This is an optimization exercise on Yosys and OpenROAD, whose aim is small area, not a production implementation. In this exercise RTL edits were held to simulation tests only and were not proved equivalent to the original. Power figures rest on the tool's default switching activity, not on a simulated workload.

## fastled_cpe
module fastled_cpe (
    input  wire        clk,
    input  wire        rst,         
    input  wire        tick,        
    input  wire        reg_we,
    input  wire [3:0]  reg_addr,
    input  wire [31:0] reg_wdata,
    output reg  [31:0] reg_rdata,
    output wire        src_req,
    output wire [2:0]  src_op,
    output wire [1:0]  src_ch,
    input  wire [7:0]  src_byte,
    input  wire        src_more,
    output wire [7:0]  port_out,
    output wire        irq_en,
    output wire        busy
);
    localparam [2:0] S_PD   = 3'd0,    
                     S_SD   = 3'd1,    
                     S_LD   = 3'd2,    
                     S_ADV  = 3'd3,    
                     S_HAS  = 3'd4,    
                     S_BITS = 3'd5,    
                     S_GAP  = 3'd6,    
                     S_IDLE = 3'd7;
    reg [15:0] cnt, per, cmpa, cmpb;
    reg        ovf, ma, mb, en;
    reg [7:0]  port;
    reg        cfg_ok, done, c2, c4;
    reg [2:0]  st;
    reg [8:0]  sh;
    reg [1:0]  ch;
    reg        zsel;
    wire [11:0] nlo  = {per[7:4], per[15:8]};
    wire        nlo0 = (nlo == 12'd0);
    wire idle    = (st == S_IDLE);
    wire [7:0] byte_in = zsel ? 8'h00 : src_byte;
    wire more    = zsel ? !(nlo0 && cnt[15:4] == 12'hFFF) : src_more;
    wire fall    = sh[8] ? mb : ma;
    wire z7      = (sh[6:0] == 7'd0);
    wire        te   = tick & en;
    wire [4:0]  lo   = {1'b0, cnt[3:0]} + {4'd0, te};
    wire        cin4 = idle ? lo[4] : (st == S_ADV && zsel && nlo0);
    wire [11:0] hi   = cnt[15:4] + {11'd0, cin4};
    wire [15:0] inc  = {hi, lo[3:0]};
    wire        wrap = (inc[3:0] == per[3:0]) && (!idle || inc[15:4] == per[15:4]);
    wire [15:0] cn   = {(te && wrap && idle) ? 12'd0 : hi, (te && wrap) ? 4'd0 : lo[3:0]};
    wire        hita = (cn[3:0] == cmpa[3:0]) && (!idle || cn[15:4] == cmpa[15:4]);
    wire        hitb = (cn[3:0] == cmpb[3:0]) && (!idle || cn[15:4] == cmpb[15:4]);
    wire [3:0] hc_op   = reg_wdata[3:0];
    wire       hc_rsvd = (hc_op == 4'h0) || (hc_op > 4'h3) || (reg_wdata[7:4] != 4'h0) ||
  ...
==> module fastled_cpe, before the edit <==
module fastled_cpe (
    input  wire        clk,
    input  wire        rst,         
    input  wire        tick,        
    input  wire        reg_we,
    input  wire [3:0]  reg_addr,
    input  wire [31:0] reg_wdata,
    output reg  [31:0] reg_rdata,
    output wire        src_req,
    output wire [2:0]  src_op,
    output wire [1:0]  src_ch,
    input  wire [7:0]  src_byte,
    input  wire        src_more,
    output wire [7:0]  port_out,
    output wire        irq_en,
    output wire        busy
);
    localparam [2:0] S_PD   = 3'd0,    
                     S_SD   = 3'd1,    
                     S_LD   = 3'd2,    
                     S_ADV  = 3'd3,    
                     S_HAS  = 3'd4,    
                     S_BITS = 3'd5,    
                     S_GAP  = 3'd6,    
                     S_IDLE = 3'd7;
    reg [15:0] cnt, per, cmpa, cmpb;
    reg        ovf, ma, mb, en;
    reg [7:0]  port;
    reg        cfg_ok, done, c2, c4;
    reg [2:0]  st;
    reg [8:0]  sh;
    reg [1:0]  ch;
    reg        zsel;
    wire [11:0] nlo  = {per[7:4], per[15:8]};
    wire        nlo0 = (nlo == 12'd0);
    wire idle    = (st == S_IDLE);
    wire [7:0] byte_in = zsel ? 8'h00 : src_byte;
    wire more    = zsel ? !(nlo0 && cnt[15:4] == 12'hFFF) : src_more;
    wire fall    = sh[8] ? mb : ma;
    wire z7      = (sh[6:0] == 7'd0);
    wire        te   = tick & en;
    wire [4:0]  lo   = {1'b0, cnt[3:0]} + {4'd0, te};
    wire        cin4 = idle ? lo[4] : (st == S_ADV && zsel && nlo0);
    wire [11:0] hi   = cnt[15:4] + {11'd0, cin4};
    wire [15:0] inc  = {hi, lo[3:0]};
    wire        wrap = (inc[3:0] == per[3:0]) && (!idle || inc[15:4] == per[15:4]);
    wire [15:0] cn   = {(te && wrap && idle) ? 12'd0 : hi, (te && wrap) ? 4'd0 : lo[3:0]};
    wire        hita = (cn[3:0] == cmpa[3:0]) && (!idle || cn[15:4] == cmpa[15:4]);
    wire        hitb = (cn[3:0] == cmpb[3:0]) && (!idle || cn[15:4] == cmpb[15:4]);
    wire [3:0] hc_op   = reg_wdata[3:0];
    wire       hc_rsvd = (hc_op == 4'h0) || (hc_op > 4'h3) || (reg_wdata[7:4] != 4'h0) ||
                         ((hc_op != 4'h3) && (reg_wdata[31:8] != 24'd0));
    always @(posedge clk) begin
        if (rst) begin
            cnt <= 16'd0; per <= 16'd0; cmpa <= 16'd0; cmpb <= 16'd0;
            ovf <= 1'b0; ma <= 1'b0; mb <= 1'b0; en <= 1'b0;
            port <= 8'h00;
            cfg_ok <= 1'b0; done <= 1'b0; c2 <= 1'b0; c4 <= 1'b0;
            st <= S_IDLE;
            sh[6:0] <= 7'd0;
        end else begin
            cnt <= cn;
            if (te) begin
                if (wrap) ovf <= 1'b1;
                if (hita) ma  <= 1'b1;
                if (hitb) mb  <= 1'b1;
            end
            if (st[2] && st[1])
                sh[6:0] <= sh[6:0] - {6'd0, tick & !z7};
            case (st)
                S_IDLE: if (reg_we) begin
                    case (reg_addr)
                        4'h0: en   <= reg_wdata[0];
                        4'h2: per  <= reg_wdata[15:0];
                        4'h3: cmpa <= reg_wdata[15:0];
                        4'h4: cmpb <= reg_wdata[15:0];
                        4'h5: begin
                            if (reg_wdata[0]) ovf <= 1'b0;
                            if (reg_wdata[1]) ma  <= 1'b0;
                            if (reg_wdata[2]) mb  <= 1'b0;
                        end
                        4'h6: port <= reg_wdata[7:0];
                        4'h9: begin
                            if (hc_rsvd) begin
                                c2 <= 1'b0; c4 <= 1'b1;
                            end else if (hc_op == 4'h1) begin
                                cfg_ok <= 1'b1; c2 <= 1'b0; c4 <= 1'b0;
                            end else if (!cfg_ok) begin
                                c2 <= 1'b1; c4 <= 1'b0;
                            end else begin
                                zsel <= hc_op[0];
                                per  <= {reg_wdata[15:8], reg_wdata[19:16], reg_wdata[3:0]};
                                cnt[15:4] <= ~reg_wdata[31:20];
                                done <= 1'b0; c2 <= 1'b0; c4 <= 1'b0;
                                ch   <= 2'd0;
                                st   <= S_GAP;
                            end
                        end
                        default: ;
                    endcase
                end
                S_GAP: if (z7) st <= S_PD;
                S_PD: begin
                    port[3] <= 1'b0;
                    per[3:0] <= 4'd15; cmpa <= 16'd4; cmpb <= 16'd9;
                    cnt[3:0] <= 4'd0; ovf <= 1'b0; ma <= 1'b0; mb <= 1'b0;
                    en  <= 1'b1;
                    st  <= S_LD;
                end
                S_LD: begin
                    sh <= {byte_in, 1'b1};
                    st <= (ch == 2'd0) ? S_HAS : S_BITS;
                end
                S_HAS: if (more) st <= S_SD;
                       else begin
                           en <= 1'b0; cnt[15:4] <= 12'd0;
                           sh[6:0] <= 7'd100; done <= 1'b1; st <= S_IDLE;
                       end
                S_SD: st <= S_BITS;
                S_BITS: if (!port[3]) begin
                    if (ovf) begin
                        cnt[3:0] <= 4'd0; ovf <= 1'b0; ma <= 1'b0; mb <= 1'b0;
                        port[3] <= 1'b1;
                    end
                end else if (fall) begin
                    port[3] <= 1'b0;
                    sh <= {sh[7:0], 1'b0};
                    if (z7) begin
                        if (ch == 2'd2) begin ch <= 2'd0; st <= S_ADV; end
                        else            begin ch <= ch + 2'd1; st <= S_LD; end
                    end
                end
                S_ADV: begin
                    sh <= {byte_in, 1'b1};
                    if (zsel) {per[7:4], per[15:8]} <= nlo - 12'd1;
                    st <= S_HAS;
                end
                default: ;
            endcase
        end
    end
    assign src_req  = (!st[2] || st == S_HAS) && !zsel;
    assign src_op   = st;
    assign src_ch   = ch;
    assign port_out = port;
    assign irq_en   = st[2] & st[1];
    assign busy     = !idle;
    always @(*) begin
        reg_rdata = 32'd0;
        case (reg_addr)
            4'h0: reg_rdata[1:0]  = {1'b1, en};
            4'h1: reg_rdata[15:0] = cnt;
            4'h2: reg_rdata[15:0] = per;
            4'h3: reg_rdata[15:0] = cmpa;
            4'h4: reg_rdata[15:0] = cmpb;
            4'h5: reg_rdata[2:0]  = {mb, ma, ovf};
            4'h6: reg_rdata[7:0]  = port;
            4'h7: reg_rdata[7:0]  = 8'h08;
            4'h8: reg_rdata[7:0]  = {1'b0, c4, c2, 1'b0, 1'b0, done, cfg_ok, !idle};
            4'hA: reg_rdata[7:0]  = 8'h08;
            4'hB: reg_rdata[7:0]  = 8'h04;
            4'hC: reg_rdata[7:0]  = 8'h05;
            4'hD: reg_rdata[7:0]  = 8'h06;
            default: ;
        endcase
    end
endmodule
Settings: LEC_CHECK=0, CAP_MARGIN=20, CORE_MARGIN=2, CORE_UTILIZATION=60, CTS_BUF_LIST=sky130_fd_sc_hd__clkbuf_8, SLEW_MARGIN=20; clock period 10.0 ns.
standard.sh (not shown) runs the stock make flow with config.mk's settings and CLKGATE_MAP_FILE= SYNTH_SCRIPT=/design/flow/synth_recipe.tcl, a recipe that flattens the netlist after the stock synthesis.
==> flow/flow/run.sh <==
#!/bin/bash
# Layout flow: the standard synthesis, then the combinational logic is
# mapped again for area with a stronger ABC script (every flip-flop kept as
# it is: same instances, names and cell types), then the standard layout
# from the floorplan on, with the port buffers made of buf_1 cells and a
# clock tree of clkbuf_8 cells without dummy loads.
# Each tool's output goes to a log file of its own in the work folder.
set -euo pipefail
cd "$(dirname "$0")/.."
W=$(pwd)
R=$W/orfs/results/$FLOW_PLATFORM/fastled_cpe/base
LIB=$FLOW_HOME/platforms/$FLOW_PLATFORM/lib/sky130_fd_sc_hd__tt_025C_1v80.lib

# 1. standard synthesis
bash standard.sh synth > $W/flow_1_synth.log 2>&1

# 2. re-map the combinational logic
cp $R/1_2_yosys.v $W/1_2_yosys_standard.v
LIB=$LIB NET_IN=$W/1_2_yosys_standard.v NET_OUT=$W/1_2_yosys_resyn.v \
  STAT_OUT=$W/resyn_stat.txt ABC_SCRIPT=$W/flow/abc.script \
  yosys -c $W/flow/resyn.tcl > $W/flow_2_resyn.log 2>&1
cp $W/1_2_yosys_resyn.v $R/1_2_yosys.v
rm -f $R/1_synth.odb $R/1_synth.sdc

# 3. standard layout from the re-mapped netlist; the constant outputs share
# one tie cell
export CTS_ARGS="-sink_clustering_enable -repair_clock_nets -buf_list sky130_fd_sc_hd__clkbuf_8 -dont_use_dummy_load"
export SKIP_REPAIR_TIE_FANOUT=1
export BUFFER_PORTS_ARGS="-buffer_cell sky130_fd_sc_hd__buf_1"
bash standard.sh > $W/flow_3_layout.log 2>&1
==> flow/flow/abc.script <==
strash
&get -n
&deepsyn -T 30
&dch -f
&nf -a -R 1000
&put
==> flow/flow/resyn.tcl <==
# Re-map the combinational logic of a mapped netlist with a stronger ABC script,
# keeping every flip-flop instance (its name and cell type) as it is.
yosys -import
set lib  $::env(LIB)
read_liberty -ignore_miss_func $lib
read_verilog $::env(NET_IN)
hierarchy -top fastled_cpe
# sequential cells stay instances; everything else is flattened into gates
setattr -mod -set keep_hierarchy 1 sky130_fd_sc_hd__df* sky130_fd_sc_hd__edf* sky130_fd_sc_hd__sdf* sky130_fd_sc_hd__dl*
flatten
yosys rename -hide w:*.*
opt_clean -purge
tee -o $::env(STAT_OUT).pre stat
abc -liberty $lib -dont_use *probe* -dont_use *lpflow* -script $::env(ABC_SCRIPT)
opt_clean -purge
hilomap -singleton -hicell sky130_fd_sc_hd__conb_1 HI -locell sky130_fd_sc_hd__conb_1 LO
insbuf -buf sky130_fd_sc_hd__buf_1 A X
splitnets
opt_clean -purge
select fastled_cpe
tee -o $::env(STAT_OUT) stat -liberty $lib
write_verilog -noattr -noexpr -nohex -nodec -selected $::env(NET_OUT)
==> next run, changes <==
--- a/flow/design.v
+++ b/flow/design.v
@@ -29,26 +29,23 @@
     reg        cfg_ok, done, c2, c4;
     reg [2:0]  st;
     reg [8:0]  sh;
     reg [1:0]  ch;
     reg        zsel;
-    wire [11:0] nlo  = {per[7:4], per[15:8]};
-    wire        nlo0 = (nlo == 12'd0);
+    wire [23:0] zrem = {cmpb[15:8], cmpa[15:8], per[15:8]};
+    wire [23:0] zdec = zrem - 24'd1;
     wire idle    = (st == S_IDLE);
     wire [7:0] byte_in = zsel ? 8'h00 : src_byte;
-    wire more    = zsel ? !(nlo0 && cnt[15:4] == 12'hFFF) : src_more;
+    wire more    = zsel ? (zrem != 24'd0) : src_more;
     wire fall    = sh[8] ? mb : ma;
     wire z7      = (sh[6:0] == 7'd0);
     wire        te   = tick & en;
-    wire [4:0]  lo   = {1'b0, cnt[3:0]} + {4'd0, te};
-    wire        cin4 = idle ? lo[4] : (st == S_ADV && zsel && nlo0);
-    wire [11:0] hi   = cnt[15:4] + {11'd0, cin4};
-    wire [15:0] inc  = {hi, lo[3:0]};
-    wire        wrap = (inc[3:0] == per[3:0]) && (!idle || inc[15:4] == per[15:4]);
-    wire [15:0] cn   = {(te && wrap && idle) ? 12'd0 : hi, (te && wrap) ? 4'd0 : lo[3:0]};
-    wire        hita = (cn[3:0] == cmpa[3:0]) && (!idle || cn[15:4] == cmpa[15:4]);
-    wire        hitb = (cn[3:0] == cmpb[3:0]) && (!idle || cn[15:4] == cmpb[15:4]);
+    wire [15:0] inc  = cnt + {15'd0, te};
+    wire        wrap = (inc[7:0] == per[7:0]) && (!idle || inc[15:8] == per[15:8]);
+    wire [15:0] cn   = (te && wrap) ? 16'd0 : inc;
+    wire        hita = (cn[7:0] == cmpa[7:0]) && (!idle || cn[15:8] == cmpa[15:8]);
+    wire        hitb = (cn[7:0] == cmpb[7:0]) && (!idle || cn[15:8] == cmpb[15:8]);
     wire [3:0] hc_op   = reg_wdata[3:0];
     wire       hc_rsvd = (hc_op == 4'h0) || (hc_op > 4'h3) || (reg_wdata[7:4] != 4'h0) ||
                          ((hc_op != 4'h3) && (reg_wdata[31:8] != 24'd0));
     always @(posedge clk) begin
         if (rst) begin
@@ -87,12 +84,11 @@
                                 cfg_ok <= 1'b1; c2 <= 1'b0; c4 <= 1'b0;
                             end else if (!cfg_ok) begin
                                 c2 <= 1'b1; c4 <= 1'b0;
                             end else begin
                                 zsel <= hc_op[0];
-                                per  <= {reg_wdata[15:8], reg_wdata[19:16], reg_wdata[3:0]};
-                                cnt[15:4] <= ~reg_wdata[31:20];
+                                {cmpb[15:8], cmpa[15:8], per[15:8]} <= reg_wdata[31:8];
                                 done <= 1'b0; c2 <= 1'b0; c4 <= 1'b0;
                                 ch   <= 2'd0;
                                 st   <= S_GAP;
                             end
                         end
@@ -100,28 +96,27 @@
                     endcase
                 end
                 S_GAP: if (z7) st <= S_PD;
                 S_PD: begin
                     port[3] <= 1'b0;
-                    per[3:0] <= 4'd15; cmpa <= 16'd4; cmpb <= 16'd9;
-                    cnt[3:0] <= 4'd0; ovf <= 1'b0; ma <= 1'b0; mb <= 1'b0;
+                    per[7:0] <= 8'd15; cmpa[7:0] <= 8'd4; cmpb[7:0] <= 8'd9;
+                    cnt <= 16'd0; ovf <= 1'b0; ma <= 1'b0; mb <= 1'b0;
                     en  <= 1'b1;
                     st  <= S_LD;
                 end
                 S_LD: begin
                     sh <= {byte_in, 1'b1};
                     st <= (ch == 2'd0) ? S_HAS : S_BITS;
                 end
                 S_HAS: if (more) st <= S_SD;
                        else begin
-                           en <= 1'b0; cnt[15:4] <= 12'd0;
-                           sh[6:0] <= 7'd100; done <= 1'b1; st <= S_IDLE;
+                           en <= 1'b0; sh[6:0] <= 7'd100; done <= 1'b1; st <= S_IDLE;
                        end
                 S_SD: st <= S_BITS;
                 S_BITS: if (!port[3]) begin
                     if (ovf) begin
-                        cnt[3:0] <= 4'd0; ovf <= 1'b0; ma <= 1'b0; mb <= 1'b0;
+                        cnt <= 16'd0; ovf <= 1'b0; ma <= 1'b0; mb <= 1'b0;
                         port[3] <= 1'b1;
                     end
                 end else if (fall) begin
                     port[3] <= 1'b0;
                     sh <= {sh[7:0], 1'b0};
@@ -130,11 +125,11 @@
                         else            begin ch <= ch + 2'd1; st <= S_LD; end
                     end
                 end
                 S_ADV: begin
                     sh <= {byte_in, 1'b1};
-                    if (zsel) {per[7:4], per[15:8]} <= nlo - 12'd1;
+                    if (zsel) {cmpb[15:8], cmpa[15:8], per[15:8]} <= zdec;
                     st <= S_HAS;
                 end
                 default: ;
             endcase
         end
Outcome: Synthesized area went up by 7.5%. Flip-flop and latch count stays the same. Die area went up by about 7%. Power went up by about 10%. Clock skew is about the same. Register-to-register slack improves by 2.2 ns. Sequential power went up by about 6%. Wire length went up by 0.45%.

==> what the ideal ports hide <==
The results above use ideal ports. As a check the final layouts listed here were re-extracted and re-timed, cells and wires unchanged. Step 1 sets driving cells, clkbuf_16 on the clock port and buf_2 on the other inputs (assumed; they add their load-dependent delay and slew). Step 2, shift: input delay + t, output delay - t, t = (earliest + latest rising clock arrival at the registers) / 2. This alone moves slack from input paths to output paths. Three values: ideal, step 1, step 2; two values: the first two.
run	t, ns	slack for setup (ns)	worst setup path at the end	latest minus earliest clock arrival (ns)	worst data-port slew with drivers (ns)
the first run	0.405	2.852 / 2.852 / 2.852	register to register	0.020 / 0.020	0.04
the second run	0.380	3.962 / 3.961 / 3.581	input to register	0.020 / 0.021	0.05
After both steps setup and hold are still met in every run listed. The setup slack of the second run, which loses most, moves by -0.001 ns with the drivers and by -0.381 ns with both steps.
